Source: an optimization exercise on an open RTL-to-GDS flow (aim: small area, a short achievable clock period and few clock cycles). Production flows keep margins and buffers that such runs may drop.
Only the layout flow was run in this run; the RTL was not checked for function there.
No activity file was given, so power comes from the tool's default toggle rates.

--- config.mk ---
export PLATFORM = sky130hd
export DESIGN_NAME = bitio_core
export DESIGN_NICKNAME = bitio_core
export VERILOG_FILES = /design/flow/design.v
export SDC_FILE = /design/flow/constraint.sdc
export NUM_CORES = 4
export LEC_CHECK = 0
export CAP_MARGIN = 20
export CORE_MARGIN = 2
export CORE_UTILIZATION = 20
export PLACE_DENSITY = 0.4
export SLEW_MARGIN = 20
--- constraint.sdc ---
create_clock -name core_clock -period 10.0 [get_ports {clk}]
set_input_delay 2.0000 -clock core_clock [delete_from_list [all_inputs] [get_ports {clk}]]
set_output_delay 2.0000 -clock core_clock [all_outputs]
set_load 0.01 [all_outputs]
--- design.v ---
module bitio_core (
    input  wire        clk,
    input  wire        rst,
    input  wire        cmd_valid,
    output wire        cmd_ready,
    input  wire [15:0] cmd,
    input  wire [63:0] opnd,
    output wire        rsp_valid,
    input  wire        rsp_ready,
    output reg  [3:0]  rsp_status,
    output reg  [7:0]  rsp_count,
    output reg  [63:0] rsp_result,
    output wire        src_req,
    input  wire        src_ack,
    input  wire        src_exh,
    input  wire [7:0]  src_data,
    output wire        snk_req,
    output wire [7:0]  snk_data,
    input  wire        snk_ack,
    input  wire        snk_fail
);
    localparam [3:0] ST_OK = 4'd0, ST_EOD = 4'd1, ST_CAP = 4'd2, ST_PRECOND = 4'd3,
                     ST_ILLEGAL = 4'd4, ST_POSOVF = 4'd5, ST_FAULTED = 4'd6;
    localparam [7:0] OP_PACK = 8'h01, OP_UNPACK = 8'h02,
                     OP_RBITB = 8'h10, OP_RBYTE = 8'h11, OP_RBOOL = 8'h12, OP_RBITS = 8'h13,
                     OP_RFIELD = 8'h14, OP_RALIGN = 8'h15, OP_RARR = 8'h16, OP_RPOS = 8'h17,
                     OP_RRST = 8'h18,
                     OP_WBITB = 8'h20, OP_WBYTE = 8'h21, OP_WBOOL = 8'h22, OP_WBITS = 8'h23,
                     OP_WFIELD = 8'h24, OP_WALIGN = 8'h25, OP_WGROW = 8'h26, OP_WFLUSH = 8'h27,
                     OP_WLEN = 8'h28, OP_WPOS = 8'h29, OP_WRST = 8'h2A,
                     OP_SSTAT = 8'h30;
    reg        idle_q, dec_q, src_req_q, snk_req_q, rsp_valid_q;
    reg        upd_r, upd_w;       
    reg [63:0] rpos, wpos;
    reg [7:0]  rpend;              
    reg [7:0]  wpend;              
    reg        fault;
    reg [3:0]  fcause;
    reg [15:0] cmd_q;
    reg [6:0]  nb_q;               
    reg        fld_q;              
    reg        aln_q;              
    reg [3:0]  pc;                 
    reg [7:0]  snk_data_q;
    assign cmd_ready = idle_q;
    assign rsp_valid = rsp_valid_q;
    assign src_req   = src_req_q;
    assign snk_req   = snk_req_q;
    assign snk_data  = snk_data_q;
    wire [2:0] rc = rpos[2:0];
    wire [2:0] wc = wpos[2:0];
    wire rtop = &rpos[63:7];
    wire wtop = &wpos[63:7];
    function [7:0] top_mask;       
        input [3:0] k;
        begin
            top_mask = ~(8'hFF >> k);
        end
    endfunction
    function [7:0] win8;
        input [7:0] hi;
        input [7:0] lo;
        input [2:0] s;
        reg [15:0] t;
        begin
            t = {hi, lo} << s;
            win8 = (s == 3'd0) ? lo : t[15:8];
        end
    endfunction
    wire [7:0] i_op = cmd[15:8];
    wire [7:0] i_n  = cmd[7:0];
    wire i_n0    = (i_n == 8'd0);
    wire i_le8   = (i_n[7:4] == 4'd0) && (!i_n[3] || i_n[2:0] == 3'd0);
    wire i_le64  = (i_n[7] == 1'b0) && (!i_n[6] || i_n[5:0] == 6'd0);
    wire i_rd = !fault && !rtop && (
                    (i_op == OP_RBITB  && !i_n0 && i_le8) ||
                    (i_op == OP_RBYTE  && i_n0) ||
                    (i_op == OP_RBOOL  && i_n0) ||
                    (i_op == OP_RBITS  && i_le64) ||
                    (i_op == OP_RFIELD && !i_n0 && i_le64));
    wire i_wr = !fault && !wtop && (
                    (i_op == OP_WBITB  && !i_n0 && i_le8) ||
                    (i_op == OP_WBYTE  && i_n0) ||
                    (i_op == OP_WBOOL  && i_n0) ||
                    (i_op == OP_WBITS  && i_le64));
    wire i_byte = (i_op[3:0] == 4'h1);
    wire i_bool = (i_op[3:0] == 4'h2);
    wire [6:0] i_N = i_byte ? 7'd8 : i_bool ? 7'd1 : i_n[6:0];
    wire [7:0] i_rsum = {1'b0, i_N} + {5'd0, rc};
    wire i_rpull = (rc == 3'd0) ? (i_N != 7'd0) : (i_rsum > 8'd8);
    wire [7:0] i_wsum = {1'b0, i_N} + {5'd0, wc};
    wire i_wpush = (i_wsum >= 8'd8);
    wire [7:0] i_lane0 = i_bool ? {opnd[0], 7'd0} : opnd[63:56];
    wire [7:0] i_push0 = wpend | (i_lane0 >> wc);
    wire [3:0] r_avail = (rc == 3'd0) ? 4'd0 : 4'd8 - {1'b0, rc};
    wire [7:0] r_need  = {1'b0, nb_q} - {4'd0, r_avail};          
    wire [3:0] r_k     = r_need[6:3] + {3'd0, (r_need[2:0] != 3'd0)};   
    wire [2:0] r_cn    = rc + nb_q[2:0];                          
    wire [2:0] r_s     = fld_q ? r_cn : rc;
    wire       r_first = (pc == 4'd0);
    wire       r_last  = (pc + 4'd1 == r_k);
    wire [7:0] r_lmask = (r_cn == 3'd0) ? 8'hFF : top_mask({1'b0, r_cn});
    wire [7:0] r_prev  = r_first ? (rpend & (8'hFF >> rc) & {8{rc != 3'd0}}) : rpend;
    wire [7:0] r_b     = r_last ? (src_data & r_lmask) : src_data;
    wire [7:0] r_win   = src_exh ? 8'd0 : win8(r_prev, r_b, r_s);
    wire [7:0] r_left  = (src_exh || r_s == 3'd0) ? 8'd0 : (r_b << r_s);
    wire [7:0] r_pre   = win8(8'd0, r_prev, r_s);
    reg [63:0] r_next;
    integer t;
    always @(*) begin
        if (fld_q) begin
            if (r_first) r_next = {48'd0, r_pre, r_win};
            else         r_next = {rsp_result[55:0], r_win};
        end else begin
            for (t = 0; t < 8; t = t + 1) begin
                if (pc[2:0] == t[2:0] && !pc[3])
                    r_next[63 - 8*t -: 8] = r_win;
                else if (pc + 4'd1 == t[3:0])
                    r_next[63 - 8*t -: 8] = r_left;
                else
                    r_next[63 - 8*t -: 8] = r_first ? 8'd0 : rsp_result[63 - 8*t -: 8];
            end
        end
    end
    wire [7:0] w_sum   = {1'b0, nb_q} + {5'd0, wc};
    wire [3:0] w_k     = w_sum[6:3];                              
    wire [2:0] w_rem   = w_sum[2:0];
    wire       w_last  = aln_q || (pc + 4'd1 == w_k);
    wire [15:0] w_pair = {rsp_result[63:48]} >> wc;
    wire [7:0] w_next  = w_pair[7:0];                             
    wire [7:0] w_left  = aln_q ? 8'd0 : (w_next & top_mask({1'b0, w_rem}));
    wire [7:0] op = cmd_q[15:8];
    wire [7:0] n  = cmd_q[7:0];
    reg has_count, no_count, absent, n_bad;
    always @(*) begin
        has_count = 1'b0;
        no_count  = 1'b0;
        absent    = 1'b0;
        n_bad     = 1'b0;
        case (op)
            OP_PACK, OP_UNPACK, OP_RFIELD, OP_WFIELD: begin
                has_count = 1'b1;
                n_bad = (n == 8'd0) || (n > 8'd64);
            end
            OP_RBITB, OP_WBITB: begin
                has_count = 1'b1;
                n_bad = (n == 8'd0) || (n > 8'd8);
            end
            OP_RBITS, OP_WBITS: begin
                has_count = 1'b1;
                n_bad = (n > 8'd64);
            end
            OP_RARR: begin
                has_count = 1'b1;
                absent = 1'b1;
            end
            OP_WGROW, OP_WLEN: begin
                no_count = 1'b1;
                absent = 1'b1;
            end
            OP_RBYTE, OP_RBOOL, OP_RALIGN, OP_RPOS, OP_RRST,
            OP_WBYTE, OP_WBOOL, OP_WALIGN, OP_WFLUSH, OP_WPOS, OP_WRST,
            OP_SSTAT: begin
                no_count = 1'b1;
            end
            default: ;
        endcase
    end
    wire row_match = has_count || (no_count && n == 8'd0);
    wire read_only = (cmd_q == 16'h1700) || (cmd_q == 16'h2900) || (cmd_q == 16'h3000);
    wire is_rdata  = (op == OP_RBITB) || (op == OP_RBYTE) || (op == OP_RBOOL) ||
                     (op == OP_RBITS) || (op == OP_RFIELD);
    wire is_wdata  = (op == OP_WBITB) || (op == OP_WBYTE) || (op == OP_WBOOL) ||
                     (op == OP_WBITS) || (op == OP_WFIELD);
    wire is_walign = (op == OP_WALIGN) || (op == OP_WFLUSH);
    reg [6:0] full_n;
    always @(*) begin
        case (op)
            OP_RBYTE, OP_WBYTE: full_n = 7'd8;
            OP_RBOOL, OP_WBOOL: full_n = 7'd1;
            default:            full_n = n[6:0];
        endcase
    end
    wire [3:0] rpad = (rc == 3'd0) ? 4'd0 : 4'd8 - {1'b0, rc};
    wire [3:0] wpad = (wc == 3'd0) ? 4'd0 : 4'd8 - {1'b0, wc};
    wire [64:0] rpos_sum = {1'b0, rpos} + {58'd0, (op == OP_RALIGN) ? {3'd0, rpad} : full_n};
    wire [64:0] wpos_sum = {1'b0, wpos} + {58'd0, is_walign ? {3'd0, wpad} : full_n};
    wire posovf = ((is_rdata || op == OP_RALIGN) && rpos_sum[64]) ||
                  ((is_wdata || is_walign) && wpos_sum[64]);
    wire       d_unpack = (op == OP_UNPACK);
    wire       d_wlane  = (op == OP_WBITB) || (op == OP_WBYTE) || (op == OP_WBITS);
    wire [5:0] rot_amt  = d_unpack ? n[5:0] : d_wlane ? 6'd0 : (6'd0 - full_n[5:0]);
    reg [63:0] rot;
    always @(*) begin
        rot = rsp_result;
        if (rot_amt[0]) rot = {rot[62:0], rot[63]};
        if (rot_amt[1]) rot = {rot[61:0], rot[63:62]};
        if (rot_amt[2]) rot = {rot[59:0], rot[63:60]};
        if (rot_amt[3]) rot = {rot[55:0], rot[63:56]};
        if (rot_amt[4]) rot = {rot[47:0], rot[63:48]};
        if (rot_amt[5]) rot = {rot[31:0], rot[63:32]};
    end
    wire [63:0] lo_mask = ~(64'hFFFF_FFFF_FFFF_FFFF << full_n);
    wire [63:0] hi_mask = ~(64'hFFFF_FFFF_FFFF_FFFF >> full_n);
    wire [63:0] codec   = rot & (d_unpack ? lo_mask : hi_mask);
    wire [7:0]  d_push0 = wpend | (codec[63:56] >> wc);
    wire [7:0]  d_wsum  = {1'b0, full_n} + {5'd0, wc};
    wire [7:0] d_prev  = rpend & (8'hFF >> rc) & {8{rc != 3'd0}};
    wire [2:0] d_r     = r_avail[2:0] - full_n[2:0];              
    wire [7:0] d_rfld  = d_prev >> d_r;
    wire [7:0] d_rlane = (rpend << rc) & top_mask(full_n[3:0]);
    wire       d_fld   = (op == OP_RFIELD) || (op == OP_RBOOL);
    wire [7:0] d_rsum  = {1'b0, full_n} + {5'd0, rc};
    wire       d_rpull = (rc == 3'd0) ? (full_n != 7'd0) : (d_rsum > 8'd8);
    task respond;
        input [3:0] st;
        input [7:0] cnt;
        begin
            rsp_valid_q <= 1'b1;
            rsp_status  <= st;
            rsp_count   <= cnt;
        end
    endtask
    task fatal;
        input [3:0] code;
        begin
            fault  <= 1'b1;
            fcause <= code;
            respond(code, 8'd0);
            rsp_result <= 64'd0;
        end
    endtask
    always @(posedge clk) begin
        if (rst) begin
            idle_q      <= 1'b1;
            dec_q       <= 1'b0;
            src_req_q   <= 1'b0;
            snk_req_q   <= 1'b0;
            rsp_valid_q <= 1'b0;
            upd_r       <= 1'b0;
            upd_w       <= 1'b0;
            rpos        <= 64'd0;
            wpos        <= 64'd0;
            rpend       <= 8'd0;
            wpend       <= 8'd0;
            fault       <= 1'b0;
            fcause      <= 4'd0;
            cmd_q       <= 16'd0;
            nb_q        <= 7'd0;
            fld_q       <= 1'b0;
            aln_q       <= 1'b0;
            pc          <= 4'd0;
            snk_data_q  <= 8'd0;
            rsp_status  <= 4'd0;
            rsp_count   <= 8'd0;
            rsp_result  <= 64'd0;
        end else begin
            upd_r <= 1'b0;
            upd_w <= 1'b0;
            if (upd_r) rpos <= rpos + {56'd0, rsp_count};
            if (upd_w) wpos <= wpos + {56'd0, rsp_count};
            if (idle_q) begin
                cmd_q      <= cmd;
                rsp_result <= opnd;
                nb_q       <= i_N;
                fld_q      <= (i_op[3:0] == 4'h4) || i_bool;
                aln_q      <= 1'b0;
                pc         <= 4'd0;
                snk_data_q <= i_push0;
                if (cmd_valid) begin
                    idle_q <= 1'b0;
                    if (i_rd && i_rpull) begin
                        src_req_q <= 1'b1;
                    end else if (i_wr && i_wpush) begin
                        snk_req_q <= 1'b1;
                    end else if (i_wr) begin
                        wpend <= i_push0 & top_mask(i_wsum[3:0]);
                        respond(ST_OK, {1'b0, i_N});
                        upd_w <= 1'b1;
                        rsp_result <= 64'd0;
                    end else begin
                        dec_q <= 1'b1;
                    end
                end
            end
            if (dec_q) begin
                dec_q <= 1'b0;
                nb_q  <= full_n;
                fld_q <= d_fld;
                if (fault && !read_only) begin
                    respond(ST_FAULTED, 8'd0);
                    rsp_result <= 64'd0;
                end else if (!row_match || absent)
                    fatal(ST_ILLEGAL);
                else if (n_bad)
                    fatal(ST_PRECOND);
                else if (posovf)
                    fatal(ST_POSOVF);
                else begin
                    case (op)
                        OP_PACK, OP_UNPACK: begin
                            respond(ST_OK, (n + 8'd7) >> 3);
                            rsp_result <= codec;
                        end
                        OP_RPOS: begin
                            respond(ST_OK, 8'd0);
                            rsp_result <= rpos;
                        end
                        OP_WPOS: begin
                            respond(ST_OK, 8'd0);
                            rsp_result <= wpos;
                        end
                        OP_SSTAT: begin
                            respond(ST_OK, 8'd0);
                            rsp_result <= {59'd0, fault, fcause};
                        end
                        OP_RRST: begin
                            rpos  <= rsp_result;
                            rpend <= 8'd0;
                            respond(ST_OK, 8'd0);
                            rsp_result <= 64'd0;
                        end
                        OP_WRST: begin
                            wpos  <= rsp_result;
                            wpend <= 8'd0;
                            respond(ST_OK, 8'd0);
                            rsp_result <= 64'd0;
                        end
                        OP_RALIGN: begin
                            rpend <= 8'd0;
                            respond(ST_OK, {4'd0, rpad});
                            upd_r <= 1'b1;
                            rsp_result <= 64'd0;
                        end
                        OP_WALIGN, OP_WFLUSH: begin
                            rsp_result <= 64'd0;
                            if (wpad == 4'd0)
                                respond(ST_OK, 8'd0);
                            else begin
                                nb_q       <= {3'd0, wpad};
                                aln_q      <= 1'b1;
                                snk_data_q <= wpend;
                                snk_req_q  <= 1'b1;
                            end
                        end
                        default: begin
                            if (is_rdata) begin
                                if (d_rpull)
                                    src_req_q <= 1'b1;
                                else begin
                                    respond(ST_OK, {1'b0, full_n});
                                    upd_r <= 1'b1;
                                    rsp_result <= d_fld ? {56'd0, d_rfld} : {d_rlane, 56'd0};
                                end
                            end else begin
                                rsp_result <= codec;
                                snk_data_q <= d_push0;
                                if (d_wsum >= 8'd8)
                                    snk_req_q <= 1'b1;
                                else begin
                                    wpend <= d_push0 & top_mask(d_wsum[3:0]);
                                    respond(ST_OK, {1'b0, full_n});
                                    upd_w <= 1'b1;
                                    rsp_result <= 64'd0;
                                end
                            end
                        end
                    endcase
                end
            end
            if (src_req_q && src_ack) begin
                rsp_result <= r_next;
                if (src_exh) begin
                    src_req_q <= 1'b0;
                    respond(ST_EOD, {1'b0, pc[3:0], 3'd0});
                    upd_r <= 1'b1;
                end else begin
                    rpend <= src_data;
                    pc    <= pc + 4'd1;
                    if (r_last) begin
                        src_req_q <= 1'b0;
                        respond(ST_OK, {1'b0, nb_q});
                        upd_r <= 1'b1;
                    end
                end
            end
            if (snk_req_q && snk_ack) begin
                if (snk_fail) begin
                    snk_req_q <= 1'b0;
                    wpend <= snk_data_q & top_mask({1'b0, wc});
                    respond(ST_CAP, {1'b0, pc[3:0], 3'd0});
                    upd_w <= 1'b1;
                    rsp_result <= 64'd0;
                end else if (w_last) begin
                    snk_req_q <= 1'b0;
                    wpend <= w_left;
                    respond(ST_OK, {1'b0, nb_q});
                    upd_w <= 1'b1;
                    rsp_result <= 64'd0;
                end else begin
                    snk_data_q <= w_next;
                    pc <= pc + 4'd1;
                    rsp_result <= {rsp_result[55:0], 8'd0};
                end
            end
            if (rsp_valid_q && rsp_ready) begin
                rsp_valid_q <= 1'b0;
                idle_q      <= 1'b1;
            end
        end
    end
endmodule
--- run.sh ---
#!/bin/bash
# synth_recipe.tcl (not shown) runs the flow's synth.tcl, then flattens the netlist and writes it again
# the make line also repeats each setting of config.mk as NAME=value (left out here)
make -C /OpenROAD-flow-scripts/flow DESIGN_CONFIG=/design/flow/config.mk WORK_HOME=/design/flow/orfs CLKGATE_MAP_FILE= SYNTH_SCRIPT=/design/flow/synth_recipe.tcl finish
==> PnR_summary.wiki <==
{| class="wikitable"
! Metric !! Value
|-
| Run status || timing/DRC/antenna clean
|-
| CTS tree || yes
|-
| Die area || 156,500 µm²
|-
| # DRC || 0
|-
| Fin Setup TNS || 0 ns
|-
| IR Drop Worst-Case VDD || 111.6 µV
|-
| Post-layout minimum cycle time || roughly 8 ns
|-
| Buffer depth of the longest clock path || 3
|-
| Number of synthesized register bits || between 200 and 300
|-
| Type of the worst min-delay path || reg -> reg
|-
| P per Cell Area || around 140 nW/µm²
|-
| Total core area || between 150,000 and 200,000 µm²
|-
| Hold Fails Final Rpt || 0
|-
| Maximum number of pins on one net before global-route repair || 93
|-
| Area taken by multi-input logic gates || roughly 23,000 µm²
|-
| Number of port buffers || 183
|-
| Antenna Violating Nets Remaining || 0
|-
| Boundary pin count || approximately 180
|-
| Area taken by flip-flops and latches || approximately 5400 µm²
|-
| Initial DRT Pass Iterations || 6
|-
| Sinks on Clock Net || between 200 and 300
|-
| Max-cap violations || 0
|-
| Wirelength, routed || roughly 220 mm
|-
| Required time of the critical path || roughly 11 ns
|-
| Met2 track demand over resource in global routing || 0.4010
|-
| Final hold slack || 0.4927 ns
|-
| Number of buffers inserted to repair setup after CTS || 0
|-
| Worst hold stages || 1
|-
| Vias in the first global route || roughly 36k
|-
| Depth of the CTS H-tree || 2
|-
| Type of the worst setup path || reg -> reg
|-
| LEAKAGE || between 10 and 15 nW
|-
| Hold path endpoint || rsp_status[3]
|-
| Yosys synthesis warning count || 1
|-
| Reg-to-reg startpoint || rpos[1]
|-
| Synth Area per Inst || approximately 7 µm²
|-
| Part of the Yosys area used for sequential elements || 0.1750
|-
| Final critical-path share of the clock period || 0.7985
|-
| Master cell of the clock root buffer || sky130_fd_sc_hd__clkbuf_16
|-
| Startpoint of the most critical hold path || rsp_status[3]
|-
| Total CTS buffers || 40
|-
| Share of synthesized flip-flops with an asynchronous set or reset || 0
|-
| Worst-path fanout max || 14
|-
| Average wire per cell in the routed design || roughly 34 µm
|-
| Gr busiest metal || met2
|-
| Via count of the routed design || roughly 38k
|-
| GR met3 Demand/Resource || 0.07040
|-
| Commonest non-fill, non-tap cell in the layout || sky130_fd_sc_hd__nor2_1
|-
| Nature of the critical path endpoint || flop
|-
| Depth of the worst register-to-register path || 23
|-
| Starting Density || 0.2016
|-
| Die W || between 300 and 400 µm
|-
| Antenna violations before repair || 20
|-
| Summed instance area of the synthesized netlist || between 30,000 and 40,000 µm²
|-
| Post-synth top flop || sky130_fd_sc_hd__dfxtp_1
|-
| Highest clock rate || 0.1252 GHz
|-
| Worst R2R End || rsp_result[36]
|-
| Clock input transition at the sequential cells of the worst setup and hold paths || 0.06 ns
|-
| Count of pins over their slew limit || 0
|-
| Unrepaired setup endpoints after global routing || no
|-
| Number of violations reported at the end of detailed-routing iteration 0 || between 5k and 6k
|-
| Total grt overflow || 0
|-
| Placer congestion estimate || approximately 1.0
|-
| Post-detail-place hpwl || 165.0 mm
|-
| Standard-cell rows || between 100 and 150
|-
| Detailed-route vias per instance || between 5 and 6
|-
| Final net count || 4,436
|-
| Number of buffers added to fix hold violations after cts || 0
|-
| Worst slew slack as a fraction of its limit || 0.1547
|-
| Latest clock arrival within the worst-skew pair || approximately 0.64 ns
|-
| Die outline height || about 400 µm
|-
| Fill count || 17.04k
|-
| Cells after synthesis || about 4.3k
|-
| Post-route clock skew || ~0.038 ns
|-
| Commonest non-fill, non-tap cells in the layout || sky130_fd_sc_hd__nor2_1 (536), sky130_fd_sc_hd__nand2_1 (350), sky130_fd_sc_hd__mux2i_1 (346)
|-
| Synthesis-to-layout area growth || 18.00%
|-
| Signal arrival time at the worst endpoint || between 8 and 9 ns
|-
| Worst setup SP type || flop
|-
| Count of cells resized by post-cts repair || 0
|-
| Slack of the worst reg-to-reg path || roughly 2.0 ns
|-
| Actual transition at the worst max-transition pin || about 1.3 ns
|-
| Nets in the synthesized netlist || ~4.4k
|-
| First-pass GRT wire length || 299.1 mm
|-
| Share of layout cells above drive strength 1 || 0.08769
|-
| Final-report setup violation count || 0
|-
| Met1 Track Usage GR || 0.3519
|-
| Number of enable-type register cells in the synthesized netlist || 0
|-
| Global routing usage summed across all routing layers || 0.2667
|-
| Unique masters post-synth || 106
|}
final cells by class:
class	instances	share of cell area
Antenna cell	4	0.0002767
Clock buffer	56	0.03154
Clock inverter	14	0.007124
Inverter	89	0.009268
Multi-Input combinational cell	3520	0.6480
Sequential cell	268	0.1486
Tap cell	2030	0.07020
Timing Repair Buffer	341	0.08497
metal layers:
layer,part of all wire,routed length (µm)
met5,0.00054,117
met3,0.11,23860
met4,0.056,12080
met1,0.41,89290
met2,0.42,91910
cell families (layout without fill, tap and decap cells):
logic type,count (synthesis),in the layout,synth area share
simple gates,1408,1408,0.2082
xor+xnor,151,151,0.04313
flops,268,268,0.1750
mux,411,411,0.1432
buf+inv,468,500,0.06476
other cells,0,4,0
compound gates,1470,1470,0.3309
fa+ha+maj,80,80,0.03485
worst max-delay path: stages, from the launching register on:
cell,delay [ns]
sky130_fd_sc_hd__dfxtp_1,0.32
sky130_fd_sc_hd__inv_1,0.25
sky130_fd_sc_hd__ha_1,0.31
sky130_fd_sc_hd__ha_1,0.47
sky130_fd_sc_hd__nor3_1,0.69
sky130_fd_sc_hd__nand2_1,0.12
sky130_fd_sc_hd__ha_1,0.32
sky130_fd_sc_hd__o21a_1,0.12
sky130_fd_sc_hd__o31a_1,0.25
sky130_fd_sc_hd__a21oi_1,0.07
sky130_fd_sc_hd__ha_1,0.22
sky130_fd_sc_hd__ha_1,0.20
sky130_fd_sc_hd__xnor2_1,0.14
sky130_fd_sc_hd__or4_1,0.41
sky130_fd_sc_hd__nand4_1,0.28
sky130_fd_sc_hd__or3_1,0.59
sky130_fd_sc_hd__a2bb2oi_1,0.48
sky130_fd_sc_hd__mux2i_1,0.18
sky130_fd_sc_hd__o21ai_0,0.91
sky130_fd_sc_hd__nand2_1,0.55
sky130_fd_sc_hd__or3_1,0.49
sky130_fd_sc_hd__o311a_1,0.22
sky130_fd_sc_hd__o221ai_1,0.11
sky130_fd_sc_hd__o2111a_1,0.20
state kept, by name (all words and copies together), names as in the netlist, 3 cells and up:
name,count
pc,4
rsp_result,64
rsp_status,4
cmd_q,16
nb_q,7
wpos,64
rpend,8
wpend,8
snk_data_q,8
rpos,64
rsp_count,8
fcause,3
metrics by stage:
step / power, W / setup slack, ns / std cells / util / cell area, µm²
after floorplan: 0.002443 / 4.111 / 4256 / - / 30660
after global placement: 0.003439 / 2.377 / 6244 / 0.2283 / 34720
after detailed placement: 0.003419 / 2.304 / 6247 / 0.2286 / 34760
after CTS: 0.005049 / 2.280 / 6317 / 0.2378 / 36160
after global routing: 0.005227 / 1.853 / 6318 / 0.2378 / 36170
final: 0.005125 / 2.015 / 6322 / 0.2379 / 36180
worst max-delay path by stage:
stage | startpoint | to | slack (ns) | cells past startpoint
final | rpos[1] | rsp_result[36] | 2.02 | 23
after global routing | rpos[1] | rsp_result[36] | 1.85 | 23
after CTS | rpos[1] | rsp_result[36] | 2.28 | 23
after detailed placement | rpos[1] | rsp_result[36] | 2.30 | 23
after global placement | rpos[1] | rsp_result[36] | 2.38 | 23
after floorplan | cmd[9] | rsp_result[50] | 4.11 | 20
cells in the mapped netlist, types with 17 or more instances:
cell	n	share of area
sky130_fd_sc_hd__a21oi_1	287	0.047
sky130_fd_sc_hd__dfxtp_1	268	0.17
sky130_fd_sc_hd__or3_1	32	0.0065
sky130_fd_sc_hd__o31ai_1	24	0.0059
sky130_fd_sc_hd__a22oi_1	119	0.029
sky130_fd_sc_hd__buf_2	65	0.011
sky130_fd_sc_hd__inv_1	83	0.010
sky130_fd_sc_hd__a22o_1	17	0.0049
sky130_fd_sc_hd__clkbuf_1	253	0.031
sky130_fd_sc_hd__a221o_1	26	0.0085
sky130_fd_sc_hd__nor3_1	85	0.014
sky130_fd_sc_hd__xnor2_1	68	0.019
sky130_fd_sc_hd__nor4_1	21	0.0043
sky130_fd_sc_hd__a311oi_1	21	0.0060
sky130_fd_sc_hd__and2_1	38	0.0078
sky130_fd_sc_hd__o211ai_1	41	0.010
sky130_fd_sc_hd__a211oi_1	203	0.050
sky130_fd_sc_hd__o221ai_1	36	0.010
sky130_fd_sc_hd__o21ai_1	22	0.0036
sky130_fd_sc_hd__nor2_1	541	0.066
sky130_fd_sc_hd__a31oi_1	64	0.013
sky130_fd_sc_hd__o32ai_1	19	0.0054
sky130_fd_sc_hd__mux2_2	40	0.015
sky130_fd_sc_hd__o21ai_0	281	0.046
sky130_fd_sc_hd__xor2_1	83	0.024
sky130_fd_sc_hd__a221oi_1	90	0.026
sky130_fd_sc_hd__nand2b_1	20	0.0041
sky130_fd_sc_hd__nand2_1	353	0.043
sky130_fd_sc_hd__nand3_1	159	0.026
sky130_fd_sc_hd__buf_1	35	0.0043
sky130_fd_sc_hd__a21o_1	20	0.0049
sky130_fd_sc_hd__mux2i_1	348	0.11
sky130_fd_sc_hd__o22ai_1	25	0.0051
sky130_fd_sc_hd__a211o_1	18	0.0051
sky130_fd_sc_hd__nand4_1	39	0.0080
sky130_fd_sc_hd__and3_1	36	0.0073
sky130_fd_sc_hd__ha_1	71	0.029
power breakdown:
group / internal, W / total (W) / leakage (nW) / switching [W]
Clock: 0.000953 / 0.00161 / 0.677 / 0.000661
Combinational: 0.000697 / 0.00229 / 10.4 / 0.00159
Sequential: 0.00110 / 0.00122 / 2.18 / 0.000118
Total: 0.00275 / 0.00513 / 13.2 / 0.00237

[afterwards: timing with drivers on the ports]
The results above use ideal ports. As a check the final layout listed here was re-extracted and re-timed, cells and wires unchanged. Step 1 assumes that a clkbuf_16 drives the clock port and a buf_2 every other input. Step 2 adds t to the input delays and takes it off the output delays; t is the mean of the earliest and latest rising clock arrival at the registers after step 1. Input paths then give back, and output paths get back, about the clock's delay inside the block. a / b / c = ideal ports / drivers / drivers and shift; a / b = the first two.
t (ns): 0.708
setup WS [ns]: 2.015 / 2.015 / 2.015
clock arrival spread, ns: 0.038 / 0.038
worst slew at a driven data input, ns: 0.10
After both steps this run still meets setup and hold. The setup slack of this run moves by 0.000 ns with the drivers and by 0.000 ns with both steps.
